What follows belongs to an exercise in optimizing a design on an open flow for small area and a short achievable clock period; a production flow would make more cautious choices.
Only simulation tests tie the RTL to the original design; equivalence was not proved.
Power figures rest on the tool's default switching activity, not on a simulated workload.

<file path="flow/design.v">
module acc_scale24 (
    input  wire [7:0] c,
    output reg  [2:0] level
);
    always @* begin
        if      (c == 8'd255) level = 3'd5;
        else if (c >= 8'd204) level = 3'd4;
        else if (c >= 8'd153) level = 3'd3;
        else if (c >= 8'd102) level = 3'd2;
        else if (c >= 8'd51)  level = 3'd1;
        else                  level = 3'd0;
    end
endmodule
module acc_rgb_code (
    input  wire [2:0] red,
    input  wire [2:0] green,
    input  wire [2:0] blue,
    output wire [7:0] code
);
    assign code = 8'd16 + 8'd36 * red + 8'd6 * green + blue;
endmodule
module acc_classify_cube (
    input  wire [7:0] code,
    output wire [2:0] red,
    output wire [2:0] green,
    output wire [2:0] blue
);
    wire [5:0] y = code[7:2];
    reg  [2:0] r;
    always @* begin
        if      (y >= 6'd49) r = 3'd5;
        else if (y >= 6'd40) r = 3'd4;
        else if (y >= 6'd31) r = 3'd3;
        else if (y >= 6'd22) r = 3'd2;
        else if (y >= 6'd13) r = 3'd1;
        else                 r = 3'd0;
    end
    wire [5:0] x   = y - 6'd4 - {r, 3'd0} - {3'd0, r};
    wire [5:0] rem = {x[3:0], code[1:0]};
    reg  [2:0] g, b;
    always @* begin
        if      (rem >= 6'd30) begin g = 3'd5; b = rem[2:0] - 3'd6; end
        else if (rem >= 6'd24) begin g = 3'd4; b = rem[2:0];        end
        else if (rem >= 6'd18) begin g = 3'd3; b = rem[2:0] - 3'd2; end
        else if (rem >= 6'd12) begin g = 3'd2; b = rem[2:0] - 3'd4; end
        else if (rem >= 6'd6)  begin g = 3'd1; b = rem[2:0] - 3'd6; end
        else                   begin g = 3'd0; b = rem[2:0];        end
    end
    assign red = r;
    assign green = g;
    assign blue = b;
endmodule
module acc_classify (
    input  wire [7:0]  code,
    output reg  [10:0] var_out
);
    wire [2:0] k_r, k_g, k_b;
    acc_classify_cube u_cube (.code(code), .red(k_r), .green(k_g), .blue(k_b));
    always @* begin
        if (code < 8'd8)        var_out = {2'd0, 6'd0, code[2:0]};
        else if (code < 8'd16)  var_out = {2'd1, 6'd0, code[2:0]};
        else if (code < 8'd232) var_out = {2'd2, k_r, k_g, k_b};
        else                    var_out = {2'd3, 4'd0, code[4] & code[3], ~code[3], code[2:0]};
    end
endmodule
module acc_var_encode (
    input  wire [8:0] rgb,
    output wire       range_err,
    output wire [2:0] bad_value
);
    wire rb = rgb[8] & rgb[7];
    wire gb = rgb[5] & rgb[4];
    wire bb = rgb[2] & rgb[1];
    assign range_err = rb | gb | bb;
    assign bad_value = {2'b11, rb ? rgb[6] : gb ? rgb[3] : rgb[0]};
endmodule
module acc (
    input  wire        clk,
    input  wire        rst,
    input  wire        req_valid,
    input  wire [31:0] req_word,
    output wire        rsp_valid,
    output wire [31:0] rsp_word
);
    wire [3:0] op = req_word[31:28];
    wire [7:0] r8 = req_word[23:16];
    wire [7:0] g8 = req_word[15:8];
    wire [7:0] b8 = req_word[7:0];
    reg       seq_active;
    reg       seq_sub;
    reg [7:0] seq_cur;
    wire o1 = op == 4'h1;
    wire o2 = op == 4'h2;
    wire o3 = op == 4'h3;
    wire o4 = op == 4'h4;
    wire o5 = op == 4'h5;
    wire o6 = op == 4'h6;
    wire o7 = op == 4'h7;
    wire o8 = op == 4'h8;
    wire o9 = op == 4'h9;
    wire oa = op == 4'hA;
    wire ob = op == 4'hB;
    wire oc = op == 4'hC;
    wire od = op == 4'hD;
    wire mbz_ok = req_word[27:24] == 4'd0;
    wire z_hi   = req_word[23:11] == 13'd0;
    wire z_8    = z_hi & (req_word[10:8] == 3'd0);
    wire z_3    = z_8 & (req_word[7:3] == 5'd0);
    wire z_all  = z_3 & (req_word[2:0] == 3'd0);
    wire l_c = mbz_ok;                  
    wire l_8 = mbz_ok & z_8;            
    wire l_3 = mbz_ok & z_3;            
    wire l_z = mbz_ok & z_all;          
    wire [1:0] tag = req_word[10:9];
    wire v_fmt = ~tag[1] ? (req_word[8:3] == 6'd0)
                         : (~tag[0] | (req_word[8:5] == 4'd0));
    wire l_v = mbz_ok & z_hi & v_fmt;
    wire       v_rgb_bad;
    wire [2:0] v_bad;
    acc_var_encode u_vchk (.rgb(req_word[8:0]), .range_err(v_rgb_bad), .bad_value(v_bad));
    wire v_grey_bad = req_word[4] & req_word[3];
    wire r_bad = (r8[7:3] != 5'd0) | (r8[2] & r8[1]);
    wire g_bad = (g8[7:3] != 5'd0) | (g8[2] & g8[1]);
    wire b_bad = (b8[7:3] != 5'd0) | (b8[2] & b8[1]);
    wire c_rng = r_bad | g_bad | b_bad;
    wire l_bad = (b8[7:5] != 3'd0) | (b8[4] & b8[3]);
    wire sel_ok = ~(req_word[2] & (req_word[1] | req_word[0]));
    wire legal = ((o1 | o2) & l_3) | ((o3 | o5 | o9 | ob) & l_c)
               | ((o4 | o7 | o8 | oa) & l_8) | (o6 & l_v)
               | (oc & l_3 & sel_ok) | (od & l_z);
    wire rng = ((o3 | o9) & c_rng) | ((o4 | oa) & l_bad)
             | (o6 & tag[1] & (tag[0] ? v_grey_bad : v_rgb_bad));
    wire sq_end = od & ~seq_active;
    wire st1 = ~legal | sq_end;
    wire st0 = legal & (rng | sq_end);
    wire [2:0] s_r, s_g, s_b;
    acc_scale24 u_sr (.c(r8), .level(s_r));
    acc_scale24 u_sg (.c(g8), .level(s_g));
    acc_scale24 u_sb (.c(b8), .level(s_b));
    wire use_s = (op == 4'h5) | (op == 4'hB);
    wire use_v = op == 4'h6;
    wire [2:0] ch_r = use_s ? s_r : use_v ? req_word[8:6] : r8[2:0];
    wire [2:0] ch_g = use_s ? s_g : use_v ? req_word[5:3] : g8[2:0];
    wire [2:0] ch_b = use_s ? s_b : b8[2:0];
    wire [7:0] code;
    acc_rgb_code u_code (.red(ch_r), .green(ch_g), .blue(ch_b), .code(code));
    wire [10:0] cls_var;
    acc_classify u_cls (.code(b8), .var_out(cls_var));
    wire [7:0] l_code = {3'b111, b8[4] | b8[3], ~b8[3], b8[2:0]};
    wire c_ok = ~c_rng;
    wire s_w8   = ((o1 | o2) & l_3) | (o8 & l_8) | ((o4 | oa) & l_8 & l_bad)
                | ((o3 | o9) & l_c & ~r_bad & ~g_bad & b_bad)
                | (o6 & l_v & (~tag[1] | (tag[0] & v_grey_bad)));
    wire s_b3   = (o2 & l_3) | (o6 & l_v & ~tag[1] & tag[0]);
    wire s_r8   = (o3 | o9) & l_c & r_bad;
    wire s_g8   = (o3 | o9) & l_c & ~r_bad & g_bad;
    wire s_code = (o3 & l_c & c_ok) | (o5 & l_c) | (o6 & l_v & tag[1] & ~tag[0] & ~v_rgb_bad);
    wire s_vbad = o6 & l_v & tag[1] & ~tag[0] & v_rgb_bad;
    wire s_lc   = ((o4 & l_8 & ~l_bad) | (o6 & l_v & tag[1] & tag[0] & ~v_grey_bad));
    wire s_pg   = oa & l_8 & ~l_bad;
    wire s_pack = (o9 & l_c & c_ok) | (ob & l_c);
    wire s_cls  = o7 & l_8;
    wire s_seq  = od & l_z & seq_active;
    wire [10:0] d =
          ({11{s_w8}}   & {3'd0, b8})
        | ({11{s_b3}}   & 11'd8)
        | ({11{s_r8}}   & {3'd0, r8})
        | ({11{s_g8}}   & {3'd0, g8})
        | ({11{s_code}} & {3'd0, code})
        | ({11{s_vbad}} & {8'd0, v_bad})
        | ({11{s_lc}}   & {3'd0, l_code})
        | ({11{s_pg}}   & {2'd3, 4'd0, b8[4:0]})
        | ({11{s_pack}} & {2'd2, ch_r, ch_g, ch_b})
        | ({11{s_cls}}  & cls_var)
        | ({11{s_seq}}  & {3'd0, seq_cur});
    wire accept  = req_valid & ~rst;
    wire do_strt = accept & oc & l_3 & sel_ok;
    wire do_next = accept & s_seq;
    wire sel_sub = req_word[2] | req_word[1] | req_word[0];
    reg [7:0] first;
    always @* begin
        case (req_word[2:0])
            3'd2:    first = 8'd8;
            3'd3:    first = 8'd16;
            3'd4:    first = 8'd232;
            default: first = 8'd0;
        endcase
    end
    wire at_end = (seq_cur == 8'd255)
                | (seq_sub & ((seq_cur == 8'd7) | (seq_cur == 8'd15) | (seq_cur == 8'd231)));
    always @(posedge clk) begin
        if (rst)
            seq_active <= 1'b0;
        else if (do_strt)
            seq_active <= 1'b1;
        else if (do_next & at_end)
            seq_active <= 1'b0;
    end
    always @(posedge clk) begin
        if (do_strt) begin
            seq_cur <= first;
            seq_sub <= sel_sub;
        end else if (do_next & ~at_end) begin
            seq_cur <= seq_cur + 8'd1;
        end
    end
    assign rsp_valid = accept;
    assign rsp_word  = {2'b00, st1, st0, 17'd0, d};
endmodule
</file>
<file path="flow/constraint.sdc">
create_clock -name core_clock -period 11.0 [get_ports {clk}]
set_input_delay 2.2000 -clock core_clock [delete_from_list [all_inputs] [get_ports {clk}]]
set_output_delay 2.2000 -clock core_clock [all_outputs]
set_load 0.01 [all_outputs]
</file>
<file path="flow/standard.sh">
#!/bin/bash
# synth_recipe.tcl (not shown) runs the flow's synth.tcl, then flattens the netlist and writes it again
# the make line also repeats each setting of config.mk as NAME=value (left out here)
make -C /OpenROAD-flow-scripts/flow DESIGN_CONFIG=/design/flow/config.mk WORK_HOME=/design/flow/orfs CLKGATE_MAP_FILE= SYNTH_SCRIPT=/design/flow/synth_recipe.tcl "${@:-finish}"
</file>
<file path="flow/flow/run.sh">
#!/bin/bash
# The standard layout with three changes: constant outputs share one tie cell
# (no repair_tie_fanout),
# rest of the logic (no full/half-adder cell extraction), and the port
# buffers are plain buffers (sky130_fd_sc_hd__buf_2).
set -e
echo "export BUFFER_PORTS_ARGS = -buffer_cell sky130_fd_sc_hd__buf_2" >> config.mk
bash standard.sh ADDER_MAP_FILE= SKIP_REPAIR_TIE_FANOUT=1 finish > standard.log 2>&1
</file>
<file path="flow/config.mk">
export PLATFORM = sky130hd
export DESIGN_NAME = acc
export DESIGN_NICKNAME = acc
export VERILOG_FILES = /design/flow/design.v
export SDC_FILE = /design/flow/constraint.sdc
export NUM_CORES = 4
export LEC_CHECK = 0
export ABC_AREA = 1
export CAP_MARGIN = 20
export CORE_MARGIN = 2
export CORE_UTILIZATION = 70
export CTS_BUF_LIST = sky130_fd_sc_hd__clkbuf_4
export SETUP_SLACK_MARGIN = 4.5
export SLEW_MARGIN = 20
export BUFFER_PORTS_ARGS = -buffer_cell sky130_fd_sc_hd__buf_2
</file>
==> results of run 1 <==
[worst max-delay path by stage]
stage	end	slack, ns	cells past startpoint
after global placement	rsp_word[6]	4.41	19
after floorplan	rsp_word[5]	4.89	22
after detailed placement	rsp_word[7]	4.36	23
after CTS	rsp_word[2]	4.50	17
[logic make-up after synthesis]
group,count (synthesis),synth area share
and+or+nand+nor,317,0.472
DFF,10,0.0935
other,1,0.00121
xor gates and xnor gates,4,0.0137
AOI/OAI and AO/OA,102,0.219
buffers and inverters,141,0.201
[power by group through the flow]
stage / Clock, mW / Sequential (mW) / Combinational [mW]
CTS: 0.0279 / 0.0407 / 0.132
global placement: 0 / 0.0416 / 0.121
floorplan: 0 / 0.0416 / 0.102
detailed placement: 0 / 0.0416 / 0.125
[layer usage]
layer,global-route usage,overflow
met1,0.901,2
met2,1.55,528
met3,0.701,8
met4,1.17,115
met5,0.242,1
[repair_timing]
| item | CTS |
|---|---|
| hold endpoints to repair | 0 |
| endpoints found under the setup margin | 6 |
| pin swaps | 8 |
| gates resized for setup | 16 |
| setup buffers | 6 |
==> notes.md, run 1 <==
syn avg cell area=5.40 um^2; CTS Hold Buffers Added=0; largest net degree at the start of global routing=20; top_reg_cell synth=edfxtp_1; maximum root-to-sink buffer count=2; CTS H-tree depth=1; Die Y=70.6 um; Port Buf Inserts=48; Log Error=[ERROR GRT-0232] Routing congestion too high. Check the congestion heatmap in the GUI.; Cell Area, Synth=3100 um^2; Root Driver=clkbuf_4; Final HPWL DP=7.78 mm; Area after DPL=3210 um^2; status=aborted with a tool error; FP Rows=24; sequential share of the synthesized area=0.0935; # placed instances=646; RD Place Congestion=1.03; area fraction of the dominant cell type after synthesis=0.152; Post-Synthesis Cells=575; Horiz. Die Dim=70.6 um; grt ovf=654; Initial Util=0.718; Synth warnings=4; count leader, synth=nand2_1; All-Layer GR Usage=1.06; post-synthesis cell type count=46; ys async rst share=0; GRT worst endpoint=rsp_word[2]; synth top area cells=nand2_1, inv_1, nor2_1; Post-synth EDFFs=9; CTS Sinks=10; Synth Register Bits=10; Worst-path end type=primary output; io pins=68; post-synth top area cell=nand2_1; Placement Setup Slack=4.36 ns; Stop stage=global routing (5_1_grt); synth cell count leaders=nand2_1, inv_1, nor2_1; Num CTS Buffers=3
==> run 2, diff against run 1 <==
--- a/flow/config.mk
+++ b/flow/config.mk
@@ -10,6 +10,6 @@
 export CORE_MARGIN = 2
 export CORE_UTILIZATION = 70
 export CTS_BUF_LIST = sky130_fd_sc_hd__clkbuf_4
-export SETUP_SLACK_MARGIN = 4.5
+export SETUP_SLACK_MARGIN = 4.8
 export SLEW_MARGIN = 20
 export BUFFER_PORTS_ARGS = -buffer_cell sky130_fd_sc_hd__buf_2
==> notes.md, run 2 <==
top_reg_cell synth=edfxtp_1 (unchanged); maximum root-to-sink buffer count=2 (unchanged); Placement Setup Slack=4.36 ns (unchanged); CTS H-tree depth=1 (unchanged); Die Y=70.6 um (unchanged); Num CTS Buffers=3 (unchanged); first-pass GRT wire length=28.0 mm; Synth warnings=4 (unchanged); All-Layer GR Usage=0.711; largest net degree at the start of global routing=20; Post-Synthesis Cells=575 (unchanged); synth top area cells=nand2_1, inv_1, nor2_1 (unchanged); Initial Util=0.718 (unchanged); grt ovf=23; Cell Area, Synth=3100 um^2 (unchanged); vias in the first global route=5,650; Post-synth EDFFs=9 (unchanged); Root Driver=clkbuf_4 (unchanged); Stop stage=global routing (5_1_grt) (unchanged); Synth Register Bits=10 (unchanged); count leader, synth=nand2_1 (unchanged); # placed instances=646 (unchanged); CTS Sinks=10 (unchanged); Port Buf Inserts=48 (unchanged); status=aborted with a tool error (unchanged); post-synthesis cell type count=46 (unchanged); area fraction of the dominant cell type after synthesis=0.152 (unchanged); RD Place Congestion=1.03 (unchanged); Horiz. Die Dim=70.6 um (unchanged); post-synth top area cell=nand2_1 (unchanged); syn avg cell area=5.40 um^2 (unchanged); FP Rows=24 (unchanged); synth cell count leaders=nand2_1, inv_1, nor2_1 (unchanged); Log Error=[ERROR GRT-0116] Global routing finished with congestion. Check the congestion regions in the DRC Viewer. (was [ERROR GRT-0232] Routing congestion too high. Check the congestion heatmap in the GUI.); io pins=68 (unchanged); Final HPWL DP=7.78 mm (unchanged); sequential share of the synthesized area=0.0935 (unchanged); ys async rst share=0 (unchanged)
[run 2: cell counts after synthesis]
No cell type changed its count.
[run 2: through the flow]
| stage | area (um^2) | hold WS (ns) | utilization |
|---|---|---|---|
| 3_5_place_dp | 3210 | 0.525 | 0.741 |
| 4_1_cts | 4110 | 0.558 | 0.950 |
| 2_1_floorplan | 3100 | 0.481 | - |
| 3_3_place_gp | 3210 | 0.531 | 0.741 |
[run 2: cell families after synthesis]
kind of cell / Yosys count / share of synthesized area
and+or+nand+nor: 317 / 0.472
buffers and inverters: 141 / 0.201
AOI/OAI and AO/OA: 102 / 0.219
DFF: 10 / 0.0935
xor gates and xnor gates: 4 / 0.0137
other: 1 / 0.00121
[run 2: power by group through the flow]
stage,Sequential (mW),Clock [mW],Combinational [mW]
2_1_floorplan,0.0416,0,0.102
3_3_place_gp,0.0416,0,0.121
3_5_place_dp,0.0416,0,0.125
4_1_cts,0.0407,0.0279,0.169
[run 2: timing repair]
action                                  CTS
gates cloned                              0
pin swaps                                49
setup buffers                            50
hold buffers                              0
endpoints found under the setup margin    9
gates resized for setup                 136
[run 2: worst max path at each step]
| stage | from | end | slack (ns) |
|---|---|---|---|
| after CTS | req_word[31] | rsp_word[6] | 4.63 |
| after floorplan | req_word[10] | rsp_word[5] | 4.89 |
| after global placement | req_word[29] | rsp_word[6] | 4.41 |
| after detailed placement | req_word[29] | rsp_word[7] | 4.36 |
[run 2: layer usage]
metal  track usage  GRT overflow
met5         0.101             0
met4         0.748            13
met3         0.534             0
met2         0.938            10
met1         0.668             0
==> run 3, diff against run 2 <==
--- a/flow/design.v
+++ b/flow/design.v
@@ -137,8 +137,8 @@
     acc_scale24 u_sr (.c(r8), .level(s_r));
     acc_scale24 u_sg (.c(g8), .level(s_g));
     acc_scale24 u_sb (.c(b8), .level(s_b));
-    wire use_s = (op == 4'h5) | (op == 4'hB);
-    wire use_v = op == 4'h6;
+    wire use_s = (op[2] & ~op[1]) | (op[3] & op[1]);
+    wire use_v = op[2] & op[1];
     wire [2:0] ch_r = use_s ? s_r : use_v ? req_word[8:6] : r8[2:0];
     wire [2:0] ch_g = use_s ? s_g : use_v ? req_word[5:3] : g8[2:0];
     wire [2:0] ch_b = use_s ? s_b : b8[2:0];
--- a/flow/config.mk
+++ b/flow/config.mk
@@ -10,6 +10,5 @@
 export CORE_MARGIN = 2
 export CORE_UTILIZATION = 70
 export CTS_BUF_LIST = sky130_fd_sc_hd__clkbuf_4
-export SETUP_SLACK_MARGIN = 4.8
 export SLEW_MARGIN = 20
 export BUFFER_PORTS_ARGS = -buffer_cell sky130_fd_sc_hd__buf_2
==> notes.md, run 3 <==
status=timing/DRC/antenna clean (was aborted with a tool error); most common cell after layout, fill and taps aside=nand2_1; top_reg_cell synth=edfxtp_1 (unchanged); Slew headroom=0.463; syn avg cell area=5.20 um^2 (was 5.40 um^2); FP Rows=23 (was 24); grt ovf=0; WP data arrival=4.65 ns; Final setup viols=0; synth top area cells=nand2_1, inv_1, edfxtp_1 (was nand2_1, inv_1, nor2_1); post-CTS setup buffer count=0 (was 50); Leak Pwr=1.80 nW; Setup crit end kind=output port; RD Place Congestion=1.13 (was 1.03); layout cells sized above 1=0.141; Routed Antenna Nets=0; io pins=68 (unchanged); Post-synth EDFFs=9 (unchanged); ys async rst share=0 (unchanged); CTS Hold Buffers Added=0 (unchanged); xor/xnor cell area share of the yosys netlist=0.00885 (was 0.0137); Post-Synth Simple-Gate Area=0.471 (was 0.472); TritonCTS clock tree=yes; PD cells=65.8 nW/um^2; post-DR vias/cell=6.30; post-synthesis mux area share=0 (unchanged); Cell Area, Synth=2970 um^2 (was 3100 um^2); Port Buf Inserts=48 (unchanged); routed vias=4,073; Synth Register Bits=10 (unchanged); Fillers=392; die area=4780 um^2; r2r setup slk=8.69 ns; first-pass GRT wire length=16.4 mm; Final Util=0.773; post-synth top area cell=nand2_1 (unchanged); vias in the first global route=3,614; commonest cells after routing, fill and taps aside=nand2_1, inv_1, nor2_1, nand3_1, buf_2; Final Net Count=632; worst-margin pin slew=0.797 ns; final WL=9.93 mm; setup tns final=0 ns; ANT cells=0; DRT Pass-1 Iters=9; sequential share of the synthesized area=0.0977 (was 0.0935); DR WL/cell=15.4 um; post-CTS sizing=0 (was 136); Area Overhead vs Synth=4.84%; Initial Util=0.737 (was 0.718); Clock transition at path regs=0.07 ns; Final HPWL DP=8.04 mm (was 7.78 mm); top flop regs=seq_cur: 8 flops, seq_active: 1 flops, seq_sub: 1 flops; RSZ-0062 raised after global routing=no; worst skew pair latency=0.28 ns; Crit path required time=8.80 ns; Iter 0 DRT Violations=618; maximum root-to-sink buffer count=2 (unchanged); largest register by flop count=seq_cur; fin crit period=6.85 ns; FF/Latch Area=290 um^2; Final Cycle Share=0.623; Root Driver=clkbuf_4 (unchanged); initial antenna violation count=0; largest net degree at the start of global routing=20; Compound-Gate Fraction of Synth Area=0.222 (was 0.219); synth cell count leaders=nand2_1, inv_1, nor2_1 (unchanged); area fraction of the dominant cell type after synthesis=0.200 (was 0.152); FMAX=146 MHz; largest family of logic cells by synthesized area=simple AND/OR/NAND/NOR gates (unchanged); Core Box Area=4030 um^2; Peak VDD IR=0.0367 mV; count leader, synth=nand2_1 (unchanged); Final Hold Viols=0; CTS H-tree depth=1 (unchanged); Pins Over Slew Limit=0; worst hold path type=flip-flop to flip-flop; Multi-input gate area=2090 um^2; Die Y=69.1 um (was 70.6 um); max reg flops=8; Critical Path Source Type=input port; Setup Skew=0.00830 ns; CTS Sinks=10 (unchanged); Synth warnings=4 (unchanged); Post-Synthesis Cells=571 (was 575); Max FO, Critical Path=8; post-synthesis adder-cell area fraction=0 (unchanged); drc violations=0; kind of critical path=input port to output port; Horiz. Die Dim=69.1 um (was 70.6 um); Num CTS Buffers=3 (unchanged); All-Layer GR Usage=0.404; MaxCap Viol Count=0; post-synthesis cell type count=39 (was 46)
## run 3: cell types whose count changed after synthesis, sizes merged, moves of 3 or more
cell     delta
a221oi      +3
a31oi       +5
inv         -3
nand2      +23
nand3      -10
nor2       -17
nor3        +5
o2111ai     +3
o21ai       -4
o31ai       -4
## run 3: worst paths after layout
check,start,end,depth (start not counted)
max,req_word[30],rsp_word[6],17
min reg2reg,seq_active,seq_active,2
max reg2reg,seq_cur[1],seq_cur[5],9
min,seq_active,seq_active,2
## run 3: critical path, cell delays in order
cell and delay [ns]:
buf_2 0.18, inv_2 0.08, o21ai_4 0.29, a21oi_1 0.13, o21ai_0 0.10, nand2_1 0.19
nor2_1 0.28, inv_1 0.11, nand2_1 0.10, nand2_1 0.09, a21oi_1 0.24, nor2_1 0.12
a21oi_1 0.18, nand3_1 0.09, nand3_1 0.09, nand2_1 0.04, buf_2 0.14
## run 3: routing by layer
metal	routed length, um	vias to the layer above	track usage	share of wire
met1	3770	1749	0.519	0.38
li1	-	1902	-	-
met5	0	-	0	0
met4	481	0	0.168	0.048
met2	4390	357	0.654	0.44
met3	1290	65	0.0833	0.13
## run 3: final cells by class
class / instances / area share
multi-input cells: 426 / 0.670
inverters: 108 / 0.131
flip-flops and latches: 10 / 0.0932
repair buffers: 48 / 0.0771
well taps: 50 / 0.0201
clock buffers: 3 / 0.00723
clock inverters: 1 / 0.00121
## run 3: cells by family after synthesis
kind of cell	after synthesis
AND/OR/NAND/NOR	319
AO/OA/AOI/OAI	103
XOR/XNOR	3
buffers and inverters	135
other	1
flip-flops	10
## run 3: stage by stage
| stage | setup slack (ns) | power (mW) | std cells | instance area, um^2 | hold slack [ns] |
|---|---|---|---|---|---|
| after floorplan | 4.83 | 0.145 | 571 | 2970 | 0.459 |
| after global placement | 4.32 | 0.169 | 642 | 3090 | 0.481 |
| after detailed placement | 4.25 | 0.173 | 642 | 3090 | 0.499 |
| after CTS | 4.25 | 0.200 | 646 | 3110 | 0.510 |
| after global routing | 3.94 | 0.223 | 646 | 3110 | 0.538 |
| final | 4.15 | 0.205 | 646 | 3110 | 0.517 |
## run 3: where the power goes
| part | switching [mW] | leakage [nW] | internal (mW) | total [mW] |
|---|---|---|---|---|
| Clock | 0.0142 | 0.0154 | 0.0132 | 0.0274 |
| Combinational | 0.0964 | 1.72 | 0.0402 | 0.137 |
| Sequential | 0.00000000000854 | 0.0699 | 0.0408 | 0.0408 |
==> run 4, diff against run 3 <==
--- a/flow/config.mk
+++ b/flow/config.mk
@@ -5,7 +5,7 @@
 export SDC_FILE = /design/flow/constraint.sdc
 export NUM_CORES = 4
 export LEC_CHECK = 0
-export ABC_AREA = 1
+export ABC_AREA = 0
 export CAP_MARGIN = 20
 export CORE_MARGIN = 2
 export CORE_UTILIZATION = 70
==> notes.md, run 4 <==
vias in the first global route=3,621 (was 3,614); FP Rows=24 (was 23); Max FO, Critical Path=9 (was 8); post-synthesis mux area share=0.0205 (was 0); CTS Hold Buffers Added=0 (unchanged); CTS H-tree depth=1 (unchanged); post-CTS setup buffer count=0 (unchanged); die area=5280 um^2 (was 4780 um^2); final worst setup slack=3.77 ns (was 4.15 ns); Multi-input gate area=2660 um^2 (was 2090 um^2); syn avg cell area=6.58 um^2 (was 5.20 um^2); Post-Synth Simple-Gate Area=0.321 (was 0.471); DRT Pass-1 Iters=5 (was 9); Port Buf Inserts=48 (unchanged); Area after DPL=3310 um^2 (was 3090 um^2); Initial Util=0.742 (was 0.737); io pins=68 (unchanged); Iter 0 DRT Violations=643 (was 618); Slew headroom=0.352 (was 0.463); Setup crit end kind=output port (unchanged); Core Box Area=4440 um^2 (was 4030 um^2); largest family of logic cells by synthesized area=compound AO/OA/AOI/OAI gates (was simple AND/OR/NAND/NOR gates); Routed Antenna Nets=0 (unchanged); Final Util=0.752 (was 0.773); xor/xnor cell area share of the yosys netlist=0.0509 (was 0.00885); largest register by flop count=seq_cur (unchanged); post-synthesis cell type count=86 (was 39); max reg flops=8 (unchanged); DR WL/cell=19.4 um (was 15.4 um); count leader, synth=nand2_1 (unchanged); post-route insts no fill=554 (was 646); synth top area cells=edfxtp_1, a21oi_1, nand2_1 (was nand2_1, inv_1, edfxtp_1); All-Layer GR Usage=0.404 (about the same); post-DR vias/cell=7.52 (was 6.30); setup tns final=0 ns (unchanged); RD Place Congestion=1.07 (was 1.13); Synth Register Bits=10 (unchanged); area fraction of the dominant cell type after synthesis=0.0820 (was 0.200); FF/Latch Area=290 um^2 (unchanged); Critical Path Source Type=input port (unchanged); layout cells sized above 1=0.137 (was 0.141); Final Net Count=538 (was 632); Compound-Gate Fraction of Synth Area=0.410 (was 0.222); Final Hold Viols=0 (unchanged); Cell Area, Synth=3300 um^2 (was 2970 um^2); Horiz. Die Dim=72.6 um (was 69.1 um); Final setup viols=0 (unchanged); Final Cycle Share=0.657 (was 0.623); fin crit period=7.23 ns (was 6.85 ns); Peak VDD IR=0.0452 mV (was 0.0367 mV); maximum root-to-sink buffer count=2 (unchanged); hold_ws=0.629 ns (was 0.517 ns); kind of critical path=input port to output port (unchanged); # placed instances=550 (was 642); Pins Over Slew Limit=0 (unchanged); Overall Power=0.206 mW (was 0.205 mW); initial antenna violation count=0 (unchanged); sequential share of the synthesized area=0.0880 (was 0.0977); ys async rst share=0 (unchanged); first-pass GRT wire length=17.2 mm (was 16.4 mm); Area Overhead vs Synth=1.33% (was 4.84%); Setup Skew=0.00392 ns (was 0.00830 ns); post-CTS sizing=0 (unchanged); routed vias=4,167 (was 4,073); FMAX=138 MHz (was 146 MHz); Crit path required time=8.80 ns (about the same); Post-synth EDFFs=9 (unchanged); Die Y=72.6 um (was 69.1 um); drc violations=0 (unchanged); TritonCTS clock tree=yes (unchanged); Final HPWL DP=8.16 mm (was 8.04 mm); Leak Pwr=1.27 nW (was 1.80 nW); Root Driver=clkbuf_4 (unchanged); MaxCap Viol Count=0 (unchanged); worst-margin pin slew=0.963 ns (was 0.797 ns); post-synthesis adder-cell area fraction=0.00304 (was 0); synth cell count leaders=nand2_1, nor2_1, a21oi_1 (was nand2_1, inv_1, nor2_1); Num CTS Buffers=3 (unchanged); RSZ-0062 raised after global routing=no (unchanged); worst hold path type=flip-flop to flip-flop (unchanged); commonest cells after routing, fill and taps aside=nand2_1, buf_2, nor2_1, a21oi_1, o21ai_0 (was nand2_1, inv_1, nor2_1, nand3_1, buf_2); Placement Setup Slack=3.86 ns (was 4.25 ns); post-synth top area cell=edfxtp_1 (was nand2_1); ANT cells=0 (unchanged); top flop regs=seq_cur: 8 flops, seq_active: 1 flops, seq_sub: 1 flops (unchanged); Clock transition at path regs=0.07 ns (about the same); PD cells=61.5 nW/um^2 (was 65.8 nW/um^2); Synth warnings=4 (unchanged); Post-Synthesis Cells=501 (was 571); largest net degree at the start of global routing=32 (was 20); top_reg_cell synth=edfxtp_1 (unchanged); final WL=10.7 mm (was 9.93 mm); most common cell after layout, fill and taps aside=nand2_1 (unchanged); WP data arrival=5.03 ns (was 4.65 ns); status=timing/DRC/antenna clean (unchanged); CTS Sinks=10 (unchanged); Fillers=364 (was 392); final instance area=3340 um^2 (was 3110 um^2); worst skew pair latency=0.27 ns (was 0.28 ns); grt ovf=0 (unchanged)
## run 4: changes by cell type after synthesis, moves of 15 or more
| cell | before | now |
|---|---|---|
| clkbuf_1 | 2 | 17 |
| inv_1 | 102 | 16 |
| nand3_1 | 48 | 20 |
| a21oi_1 | 26 | 43 |
| nand2_1 | 158 | 57 |
| nor2_1 | 63 | 47 |
## run 4: cell families after synthesis
| kind of cell | after synthesis |
|---|---|
| multiplexers | 5 |
| XOR/XNOR | 17 |
| adder cells (fa/ha/maj) | 1 |
| AO/OA/AOI/OAI | 189 |
| AND/OR/NAND/NOR | 211 |
| buffers and inverters | 67 |
| flip-flops | 10 |
| other | 1 |
## run 4: critical path, cell delays in order
cell      delay, ns
buf_2          0.10
nor4_1         0.55
and4_1         0.30
nand3_1        0.22
nor4_1         0.68
and2_1         0.39
a221oi_1       0.15
nand2_1        0.10
a21oi_1        0.06
o21ai_0        0.11
buf_2          0.18
## run 4: cell type report
cell class              count  share of cell area
clock inverters             1             0.00112
inverters                  16              0.0180
clock buffers               3             0.00674
multi-input cells         424               0.796
repair buffers             48              0.0719
well taps                  52              0.0195
flip-flops and latches     10              0.0869
## run 4: power breakdown
| part | internal, mW | switching (mW) | leakage (nW) | total (mW) |
|---|---|---|---|---|
| Combinational | 0.0476 | 0.0905 | 1.19 | 0.138 |
| Clock | 0.0131 | 0.0136 | 0.0154 | 0.0267 |
| Sequential | 0.0408 | 0.0000000000189 | 0.0699 | 0.0408 |
| Total | 0.101 | 0.104 | 1.27 | 0.206 |
## run 4: per-layer routing
metal | up-vias | GRT usage | share of wire
met5 | - | 0 | 0
met3 | 61 | 0.0566 | 0.11
met2 | 334 | 0.653 | 0.45
met1 | 1877 | 0.531 | 0.39
li1 | 1895 | - | -
met4 | 0 | 0.187 | 0.050
## run 4: path summary, 6_finish.rpt
check | start | end | slack (ns) | cells after the start
max | req_word[25] | rsp_word[4] | 3.77 | 11
min | seq_active | seq_active | 0.63 | 2
max reg2reg | seq_cur[0] | seq_cur[7] | 8.68 | 6
min reg2reg | seq_active | seq_active | 0.63 | 2
==> run 5, diff against run 4 <==
--- a/flow/design.v
+++ b/flow/design.v
@@ -137,8 +137,8 @@
     acc_scale24 u_sr (.c(r8), .level(s_r));
     acc_scale24 u_sg (.c(g8), .level(s_g));
     acc_scale24 u_sb (.c(b8), .level(s_b));
-    wire use_s = (op[2] & ~op[1]) | (op[3] & op[1]);
-    wire use_v = op[2] & op[1];
+    wire use_s = (op == 4'h5) | (op == 4'hB);
+    wire use_v = op == 4'h6;
     wire [2:0] ch_r = use_s ? s_r : use_v ? req_word[8:6] : r8[2:0];
     wire [2:0] ch_g = use_s ? s_g : use_v ? req_word[5:3] : g8[2:0];
     wire [2:0] ch_b = use_s ? s_b : b8[2:0];
==> flow/flow/run.sh (replaced) <==
#!/bin/bash
# The standard layout with two changes: synthesis maps adders with the
# rest of the logic (no full/half-adder cell extraction), and the port
# buffers are plain buffers (sky130_fd_sc_hd__buf_1).
set -e
echo "export BUFFER_PORTS_ARGS = -buffer_cell sky130_fd_sc_hd__buf_1" >> config.mk
bash standard.sh ADDER_MAP_FILE= finish > standard.log 2>&1
==> flow/config.mk (replaced) <==
export PLATFORM = sky130hd
export DESIGN_NAME = acc
export DESIGN_NICKNAME = acc
export VERILOG_FILES = /design/flow/design.v
export SDC_FILE = /design/flow/constraint.sdc
export NUM_CORES = 4
export LEC_CHECK = 0
export ABC_AREA = 1
export CAP_MARGIN = 20
export CORE_MARGIN = 2
export CORE_UTILIZATION = 70
export CTS_BUF_LIST = sky130_fd_sc_hd__clkbuf_4
export SLEW_MARGIN = 20
export BUFFER_PORTS_ARGS = -buffer_cell sky130_fd_sc_hd__buf_1
==> notes.md, run 5 <==
status=timing/DRC/antenna clean (unchanged); Fillers=401 (was 364); FP Rows=24 (unchanged); Leak Pwr=1.75 nW (was 1.27 nW); crit-path most repeated cell=nand2_1; drc violations=0 (unchanged); Final Util=0.749 (was 0.752); crit-path cells=buf_1 > nand2_1 > nand3_1 > nand2_1 > nor2_1 > inv_1 > nand2_4 > nand3_4 > nand2_2 > nand2_1 > nand2_2 > nand2_2 > nor2_4 > nand2_1 > nand2_1 > nand2_1 > nand2_2 > nand2_1 > nand2_1 > nand3_1 > nand2_1 > buf_1 (was buf_2 > nor4_1 > and4_1 > nand3_1 > nor4_1 > and2_1 > a221oi_1 > nand2_1 > a21oi_1 > o21ai_0 > buf_2); Setup crit end kind=output port (unchanged); largest net degree at the start of global routing=15 (was 32); Critical Path Source Type=input port (unchanged); synth cell count leaders=nand2_1, inv_1, nor2_1 (was nand2_1, nor2_1, a21oi_1); CP max stage cell=buf_1 (was nor4_1); met1 global-route usage=0.499 (was 0.531); ANT cells=0 (unchanged); CTS Sinks=10 (unchanged); fin crit period=6.86 ns (was 7.23 ns); Pins Over Slew Limit=0 (unchanged); worst-margin pin slew=0.730 ns (was 0.963 ns); routed vias=3,965 (was 4,167); cell depth of the worst flop-to-flop path=13 (was 6); WP data arrival=4.66 ns (was 5.03 ns); layout cells sized above 1=0.101 (was 0.137); Core Box Area=4320 um^2 (was 4440 um^2); Num CTS Buffers=3 (unchanged); Post-synth EDFFs=9 (unchanged); worst skew pair latency=0.27 ns (about the same); max reg flops=8 (unchanged); syn avg cell area=5.40 um^2 (was 6.58 um^2); Sw Share=0.526 (was 0.506); RSZ-0062 raised after global routing=no (unchanged); post-DR vias/cell=5.94 (was 7.52); Horiz. Die Dim=70.6 um (was 72.6 um); Root Driver=clkbuf_4 (unchanged); FMAX=146 MHz (was 138 MHz); Final Net Count=652 (was 538); Peak VDD IR=0.0477 mV (was 0.0452 mV); Crit path required time=8.80 ns (about the same); synth top area cells=nand2_1, inv_1, nor2_1 (was edfxtp_1, a21oi_1, nand2_1); r2r setup slk=8.69 ns (was 8.68 ns); sequential share of the synthesized area=0.0935 (was 0.0880); crit path to=rsp_word[1] (was rsp_word[4]); Routed Antenna Nets=0 (unchanged); Reg-to-Reg Start=seq_cur[1] (was seq_cur[0]); Final Hold Viols=0 (unchanged); TritonCTS clock tree=yes (unchanged); post-synthesis cell type count=46 (was 86); largest register by flop count=seq_cur (unchanged); final WL=9.38 mm (was 10.7 mm); initial antenna violation count=0 (unchanged); Iter 0 DRT Violations=507 (was 643); MaxCap Viol Count=0 (unchanged); Synth Register Bits=10 (unchanged); Slew headroom=0.510 (was 0.352); CTS H-tree depth=1 (unchanged); Clock transition at path regs=0.07 ns (about the same); Max FO, Critical Path=9 (unchanged); met3 usage=0.0541 (was 0.0566); top_reg_cell synth=edfxtp_1 (unchanged); post-CTS sizing=0 (unchanged); Die Y=70.6 um (was 72.6 um); ys async rst share=0 (unchanged); area fraction of the dominant cell type after synthesis=0.152 (was 0.0820); RD Place Congestion=1.12 (was 1.07); first-pass GRT wire length=15.8 mm (was 17.2 mm); Cell Area, Synth=3100 um^2 (was 3300 um^2); Synth warnings=4 (unchanged); vias in the first global route=3,537 (was 3,621); Initial Util=0.718 (was 0.742); grt peak-use layer=met2 (unchanged); reg2reg end=seq_cur[6] (was seq_cur[7]); P_int=0.0918 mW (was 0.101 mW); sequential share of power=0.210 (was 0.198); top flop regs=seq_cur: 8 flops, seq_active: 1 flops, seq_sub: 1 flops (unchanged); P_sw=0.102 mW (was 0.104 mW); DR WL/cell=14.0 um (was 19.4 um); Area Overhead vs Synth=4.40% (was 1.33%); maximum root-to-sink buffer count=2 (unchanged); hold_ws=0.534 ns (was 0.629 ns); post-synth top area cell=nand2_1 (was edfxtp_1); start point of the critical path=req_word[3] (was req_word[25]); post-CTS setup buffer count=0 (unchanged); final instance area=3240 um^2 (was 3340 um^2); setup tns final=0 ns (unchanged); Final Cycle Share=0.623 (was 0.657); clock share of power=0.138 (was 0.130); Port Buf Inserts=48 (unchanged); All-Layer GR Usage=0.378 (was 0.404); Gate power share=0.652 (was 0.672); grt met2 use=0.642 (was 0.653); kind of critical path=input port to output port (unchanged); most common cell after layout, fill and taps aside=nand2_1 (unchanged); die area=4980 um^2 (was 5280 um^2); PD cells=59.8 nW/um^2 (was 61.5 nW/um^2); grt ovf=0 (unchanged); Final HPWL DP=7.69 mm (was 8.16 mm); Setup Skew=0.00151 ns (was 0.00392 ns); commonest cells after routing, fill and taps aside=nand2_1, inv_1, nor2_1, nand3_1, buf_1 (was nand2_1, buf_2, nor2_1, a21oi_1, o21ai_0); DRT Pass-1 Iters=8 (was 5); Final setup viols=0 (unchanged); Crit path largest cell delay=0.39 ns (was 0.68 ns); worst hold path type=flip-flop to flip-flop (unchanged); Area after DPL=3210 um^2 (was 3310 um^2); count leader, synth=nand2_1 (unchanged); io pins=68 (unchanged); CTS Hold Buffers Added=0 (unchanged); Post-Synthesis Cells=575 (was 501)
==> run 5: cell types whose count changed after synthesis, sizes merged, moves of 15 or more <==
cell    change
nand3      +43
nor2       +36
clkbuf     -15
inv        +95
a21oi      -18
nand2      +91
==> run 5: worst min-delay path by stage <==
stage / start / to / cells past startpoint
final: seq_active / seq_active / 2
after global placement: seq_active / seq_active / 2
after floorplan: seq_active / seq_active / 2
after global routing: seq_active / seq_active / 2
after CTS: seq_active / seq_active / 2
after detailed placement: seq_active / seq_active / 2
==> run 5: cell type report <==
cell class | count | area [um^2] | area share
Clock inverter | 1 | 3.75 | 0.00116
Sequential cell | 10 | 290 | 0.0896
Inverter | 112 | 420 | 0.130
Multi-Input combinational cell | 442 | 2260 | 0.697
Timing Repair Buffer | 48 | 180 | 0.0556
Tap cell | 52 | 65.1 | 0.0201
Clock buffer | 3 | 22.5 | 0.00695
==> run 5: power by group through the flow <==
stage | combinational, mW | sequential (mW) | clock (mW)
3_5_place_dp | 0.123 | 0.0416 | 0
3_3_place_gp | 0.119 | 0.0416 | 0
2_1_floorplan | 0.102 | 0.0416 | 0
6_report | 0.126 | 0.0408 | 0.0267
5_1_grt | 0.141 | 0.0407 | 0.0289
4_1_cts | 0.123 | 0.0408 | 0.0270
==> run 5: stage by stage <==
stage                     setup slack [ns]  power (mW)  cells
final                                 4.14       0.194    668
after global routing                  3.93       0.210    668
after CTS                             4.24       0.191    668
after detailed placement              4.24       0.165    664
after global placement                4.27       0.161    664
after floorplan                       4.89       0.144    593
==> run 5: critical path, delay by kind of cell <==
kind / cells / cell delay, ns
buf+inv: 3 / 0.66
simple gates: 19 / 1.79
==> run 5: kinds of logic after synthesis <==
kind of cell    synth area share
other cells              0.00121
simple gates               0.472
flops                     0.0935
xor+xnor                  0.0137
compound gates             0.219
buf+inv                    0.201
==> run 5: routing by layer <==
metal | up-vias | part of all wire
met5 | - | 0
met3 | 46 | 0.11
li1 | 1920 | -
met2 | 295 | 0.46
met1 | 1704 | 0.40
met4 | 0 | 0.031
==> run 6, diff against run 5 <==
--- a/flow/design.v
+++ b/flow/design.v
@@ -123,6 +123,7 @@
     wire g_bad = (g8[7:3] != 5'd0) | (g8[2] & g8[1]);
     wire b_bad = (b8[7:3] != 5'd0) | (b8[2] & b8[1]);
     wire c_rng = r_bad | g_bad | b_bad;
+    wire c_ok  = ~c_rng;
     wire l_bad = (b8[7:5] != 3'd0) | (b8[4] & b8[3]);
     wire sel_ok = ~(req_word[2] & (req_word[1] | req_word[0]));
     wire legal = ((o1 | o2) & l_3) | ((o3 | o5 | o9 | ob) & l_c)
@@ -137,8 +138,8 @@
     acc_scale24 u_sr (.c(r8), .level(s_r));
     acc_scale24 u_sg (.c(g8), .level(s_g));
     acc_scale24 u_sb (.c(b8), .level(s_b));
-    wire use_s = (op == 4'h5) | (op == 4'hB);
-    wire use_v = op == 4'h6;
+    wire use_s = (op[2] & ~op[1]) | (op[3] & op[1]);
+    wire use_v = op[2] & op[1];
     wire [2:0] ch_r = use_s ? s_r : use_v ? req_word[8:6] : r8[2:0];
     wire [2:0] ch_g = use_s ? s_g : use_v ? req_word[5:3] : g8[2:0];
     wire [2:0] ch_b = use_s ? s_b : b8[2:0];
@@ -147,21 +148,26 @@
     wire [10:0] cls_var;
     acc_classify u_cls (.code(b8), .var_out(cls_var));
     wire [7:0] l_code = {3'b111, b8[4] | b8[3], ~b8[3], b8[2:0]};
-    wire c_ok = ~c_rng;
-    wire s_w8   = ((o1 | o2) & l_3) | (o8 & l_8) | ((o4 | oa) & l_8 & l_bad)
-                | ((o3 | o9) & l_c & ~r_bad & ~g_bad & b_bad)
-                | (o6 & l_v & (~tag[1] | (tag[0] & v_grey_bad)));
-    wire s_b3   = (o2 & l_3) | (o6 & l_v & ~tag[1] & tag[0]);
-    wire s_r8   = (o3 | o9) & l_c & r_bad;
-    wire s_g8   = (o3 | o9) & l_c & ~r_bad & g_bad;
-    wire s_code = (o3 & l_c & c_ok) | (o5 & l_c) | (o6 & l_v & tag[1] & ~tag[0] & ~v_rgb_bad);
-    wire s_vbad = o6 & l_v & tag[1] & ~tag[0] & v_rgb_bad;
-    wire s_lc   = ((o4 & l_8 & ~l_bad) | (o6 & l_v & tag[1] & tag[0] & ~v_grey_bad));
-    wire s_pg   = oa & l_8 & ~l_bad;
-    wire s_pack = (o9 & l_c & c_ok) | (ob & l_c);
-    wire s_cls  = o7 & l_8;
-    wire s_seq  = od & l_z & seq_active;
-    wire [10:0] d =
+    wire dvalid = legal & ~oc & ~sq_end;
+    wire [3:0] o = op;
+    wire p_rgb  = ~o[2] & o[0] & (o[3] ^ o[1]);        
+    wire p_grey = ~o[0] & ((o[2] & ~o[1]) | (o[3] & o[1]));  
+    wire p_var  = o[2] & o[1] & ~o[0];                 
+    wire p_w    = (~o[3] & ~o[2] & (o[1] ^ o[0])) | (o[3] & ~o[2] & ~o[1] & ~o[0]);  
+    wire s_w8   = p_w | (p_grey & l_bad) | (p_rgb & ~r_bad & ~g_bad & b_bad)
+                | (p_var & (~tag[1] | (tag[0] & v_grey_bad)));
+    wire s_b3   = (~o[3] & ~o[2] & o[1] & ~o[0]) | (p_var & ~tag[1] & tag[0]);
+    wire s_r8   = p_rgb & r_bad;
+    wire s_g8   = p_rgb & ~r_bad & g_bad;
+    wire s_code = ~o[3] & ((~o[2] & o[1] & o[0] & c_ok) | (o[2] & ~o[1] & o[0]))
+                | (p_var & tag[1] & ~tag[0] & ~v_rgb_bad);
+    wire s_vbad = p_var & tag[1] & ~tag[0] & v_rgb_bad;
+    wire s_lc   = (o[2] & ~o[1] & ~o[0] & ~l_bad) | (p_var & tag[1] & tag[0] & ~v_grey_bad);
+    wire s_pg   = o[3] & o[1] & ~o[0] & ~l_bad;
+    wire s_pack = o[3] & ~o[2] & o[0] & (o[1] | c_ok);
+    wire s_cls  = o[2] & o[1] & o[0];
+    wire s_seq  = o[3] & o[2];
+    wire [10:0] dmux =
           ({11{s_w8}}   & {3'd0, b8})
         | ({11{s_b3}}   & 11'd8)
         | ({11{s_r8}}   & {3'd0, r8})
@@ -173,9 +179,10 @@
         | ({11{s_pack}} & {2'd2, ch_r, ch_g, ch_b})
         | ({11{s_cls}}  & cls_var)
         | ({11{s_seq}}  & {3'd0, seq_cur});
+    wire [10:0] d = {11{dvalid}} & dmux;
     wire accept  = req_valid & ~rst;
     wire do_strt = accept & oc & l_3 & sel_ok;
-    wire do_next = accept & s_seq;
+    wire do_next = accept & od & l_z & seq_active;
     wire sel_sub = req_word[2] | req_word[1] | req_word[0];
     reg [7:0] first;
     always @* begin
==> flow/flow/run.sh (replaced) <==
#!/bin/bash
# The standard layout with three changes: constant outputs share one tie cell
# (no repair_tie_fanout),
# rest of the logic (no full/half-adder cell extraction), and the port
# buffers are plain buffers (sky130_fd_sc_hd__buf_2).
set -e
echo "export BUFFER_PORTS_ARGS = -buffer_cell sky130_fd_sc_hd__buf_2" >> config.mk
bash standard.sh ADDER_MAP_FILE= SKIP_REPAIR_TIE_FANOUT=1 finish > standard.log 2>&1
--- a/flow/config.mk
+++ b/flow/config.mk
@@ -11,4 +11,4 @@
 export CORE_UTILIZATION = 70
 export CTS_BUF_LIST = sky130_fd_sc_hd__clkbuf_4
 export SLEW_MARGIN = 20
-export BUFFER_PORTS_ARGS = -buffer_cell sky130_fd_sc_hd__buf_1
+export BUFFER_PORTS_ARGS = -buffer_cell sky130_fd_sc_hd__buf_2
==> notes.md, run 6 <==
Overall Power=0.232 mW (was 0.194 mW); FP Rows=24 (unchanged); Pins Over Slew Limit=0 (unchanged); worst skew pair latency=0.28 ns (was 0.27 ns); Final Util=0.748 (was 0.749); Setup Skew=0.0104 ns (was 0.00151 ns); Final Hold Viols=0 (unchanged); Area Overhead vs Synth=3.03% (was 4.40%); Leak Pwr=1.73 nW (was 1.75 nW); synth cell count leaders=nand2_1, inv_1, nor2_1 (unchanged); io pins=68 (unchanged); setup tns final=0 ns (unchanged); hold_ws=0.527 ns (was 0.534 ns); post-CTS sizing=0 (unchanged); WP data arrival=4.81 ns (was 4.66 ns); commonest cells after routing, fill and taps aside=nand2_1, inv_1, nor2_1, nand3_1, buf_2 (was nand2_1, inv_1, nor2_1, nand3_1, buf_1); status=timing/DRC/antenna clean (unchanged); r2r setup slk=8.53 ns (was 8.69 ns); TritonCTS clock tree=yes (unchanged); post-synth top area cell=nand2_1 (unchanged); DRT Pass-1 Iters=6 (was 8); worst-margin pin slew=0.747 ns (was 0.730 ns); Clock transition at path regs=0.06 ns (was 0.07 ns); Num CTS Buffers=3 (unchanged); drc violations=0 (unchanged); Peak VDD IR=0.0572 mV (was 0.0477 mV); Root Driver=clkbuf_4 (unchanged); CTS H-tree depth=1 (unchanged); initial antenna violation count=0 (unchanged); Horiz. Die Dim=71.0 um (was 70.6 um); final WL=9.80 mm (was 9.38 mm); largest net degree at the start of global routing=20 (was 15); vias in the first global route=3,760 (was 3,537); Final Net Count=641 (was 652); CTS Hold Buffers Added=0 (unchanged); Iter 0 DRT Violations=465 (was 507); RSZ-0062 raised after global routing=no (unchanged); Slew headroom=0.497 (was 0.510); top flop regs=seq_cur: 8 flops, seq_active: 1 flops, seq_sub: 1 flops (unchanged); Fillers=394 (was 401); most common cell after layout, fill and taps aside=nand2_1 (unchanged); Final setup viols=0 (unchanged); ys async rst share=0 (unchanged); sequential share of the synthesized area=0.0924 (was 0.0935); routed vias=4,036 (was 3,965); post-route insts no fill=657 (was 668); Setup crit end kind=output port (unchanged); RD Place Congestion=1.06 (was 1.12); CTS Sinks=10 (unchanged); post-CTS setup buffer count=0 (unchanged); area fraction of the dominant cell type after synthesis=0.179 (was 0.152); Initial Util=0.726 (was 0.718); # placed instances=653 (was 664); final worst setup slack=3.99 ns (was 4.14 ns); DR WL/cell=14.9 um (was 14.0 um); grt ovf=0 (unchanged); Synth Register Bits=10 (unchanged); P_int=0.104 mW (was 0.0918 mW); Post-Synthesis Cells=586 (was 575); Post-synth EDFFs=9 (unchanged); Final Cycle Share=0.638 (was 0.623); kind of critical path=input port to output port (unchanged); Critical Path Source Type=input port (unchanged); synth top area cells=nand2_1, inv_1, edfxtp_1 (was nand2_1, inv_1, nor2_1); MaxCap Viol Count=0 (unchanged); PD cells=71.8 nW/um^2 (was 59.8 nW/um^2); Placement Setup Slack=4.13 ns (was 4.24 ns); first-pass GRT wire length=16.5 mm (was 15.8 mm); post-DR vias/cell=6.14 (was 5.94); sequential share of power=0.179 (was 0.210); cell depth of the worst flop-to-flop path=9 (was 13); Port Buf Inserts=48 (unchanged); P_sw=0.128 mW (was 0.102 mW); fin crit period=7.01 ns (was 6.86 ns); count leader, synth=nand2_1 (unchanged); syn avg cell area=5.36 um^2 (was 5.40 um^2); Cell Area, Synth=3140 um^2 (was 3100 um^2); final instance area=3240 um^2 (about the same); post-synthesis cell type count=50 (was 46); Area after DPL=3210 um^2 (about the same); Hold Crit Depth=2 (unchanged); Crit path required time=8.80 ns (about the same); FMAX=143 MHz (was 146 MHz); Routed Antenna Nets=0 (unchanged); worst hold path type=flip-flop to flip-flop (unchanged); Die Y=71.0 um (was 70.6 um); top_reg_cell synth=edfxtp_1 (unchanged); All-Layer GR Usage=0.395 (was 0.378); largest register by flop count=seq_cur (unchanged); Max FO, Critical Path=11 (was 9); Final HPWL DP=7.90 mm (was 7.69 mm); Sw Share=0.550 (was 0.526); Core Box Area=4320 um^2 (unchanged); ANT cells=0 (unchanged); clock share of power=0.116 (was 0.138); layout cells sized above 1=0.185 (was 0.101); die area=5040 um^2 (was 4980 um^2); maximum root-to-sink buffer count=2 (unchanged); Synth warnings=4 (unchanged); max reg flops=8 (unchanged); Gate power share=0.705 (was 0.652)
[run 6: cell types whose count changed after synthesis, sizes merged, moves of 2 or more]
| cell | before | now |
|---|---|---|
| nand2 | 149 | 174 |
| o211ai | 7 | 4 |
| inv | 111 | 100 |
| o221ai | 3 | 5 |
| nor2 | 83 | 70 |
| nor3 | 6 | 8 |
| a31oi | 1 | 9 |
| xor2 | 4 | 2 |
| o21ai | 38 | 41 |
| nand3b | 3 | 1 |
| o31ai | 9 | 3 |
| nor4 | 5 | 3 |
| a2111oi | 0 | 2 |
| buf | 27 | 31 |
[run 6: power by group through the flow]
stage               combinational, mW  clock [mW]  sequential, mW
detailed placement              0.158           0          0.0422
global route                    0.182      0.0290          0.0415
finish                          0.164      0.0270          0.0415
CTS                             0.159      0.0263          0.0415
global placement                0.154           0          0.0422
floorplan                       0.129           0          0.0421
[run 6: worst paths after layout]
path | start | to
setup / recovery | req_word[25] | rsp_word[0]
hold / removal | seq_active | seq_active
setup reg to reg | seq_cur[0] | seq_cur[7]
hold reg to reg | seq_active | seq_active
[run 6: cell type report]
class                           count  area (um^2)  share of cell area
Clock inverter                      1         3.75             0.00116
Tap cell                           52         65.1              0.0201
Clock buffer                        3         22.5             0.00696
Inverter                          102          385               0.119
Sequential cell                    10          290              0.0897
Timing Repair Buffer               48          240              0.0742
Multi-Input combinational cell    441         2230               0.689
[run 6: logic make-up after synthesis]
kind of cell,count (synthesis),synth area share
AND/OR/NAND/NOR,329,0.492
buffers and inverters,135,0.198
AO/OA/AOI/OAI,109,0.210
flip-flops,10,0.0924
XOR/XNOR,2,0.00558
other,1,0.00119
[run 6: per-layer routing]
metal,part of all wire,GRT usage
met1,0.40,0.510
met2,0.45,0.669
met3,0.097,0.0413
met4,0.046,0.166
met5,0,0
[run 6: critical path, stage by stage]
cell and delay (ns):
buf_2 0.10, nor4_1 0.36, nor4b_1 0.51, nor3b_1 0.46, o21ai_1 0.12, nand3_1 0.10
a21o_1 0.14, nand3_1 0.33, a31oi_1 0.31, buf_2 0.18

[port drivers added, routing unchanged]
How much do the figures lean on ideal ports? The routed layouts below were timed once more, with nothing changed but the port constraints.
Step 1: set_driving_cell puts a clkbuf_16 on clk and a buf_2 on each other input, an assumption about the parent block.
Step 2 adds t to the input delays and takes it off the output delays; t is the mean of the earliest and latest rising clock arrival at the registers after step 1. Input paths then give back, and output paths get back, about the clock's delay inside the block.
Three values: ideal ports, drivers, drivers and shift; two values: the first two.
run | shift t [ns] | setup slack, ns | pins driven straight from the clock port
run 3 | 0.293 | 4.151 / 4.132 / 4.132 | 1
run 4 | 0.284 | 3.771 / 3.751 / 3.751 | 1
run 5 | 0.284 | 4.144 / 4.114 / 4.114 | 1
run 6 | 0.293 | 3.987 / 3.960 / 3.960 | 1
After both steps setup and hold are still met in every run listed. The setup slack of run 5, which loses most, moves by -0.030 ns with the drivers and by -0.030 ns with both steps.
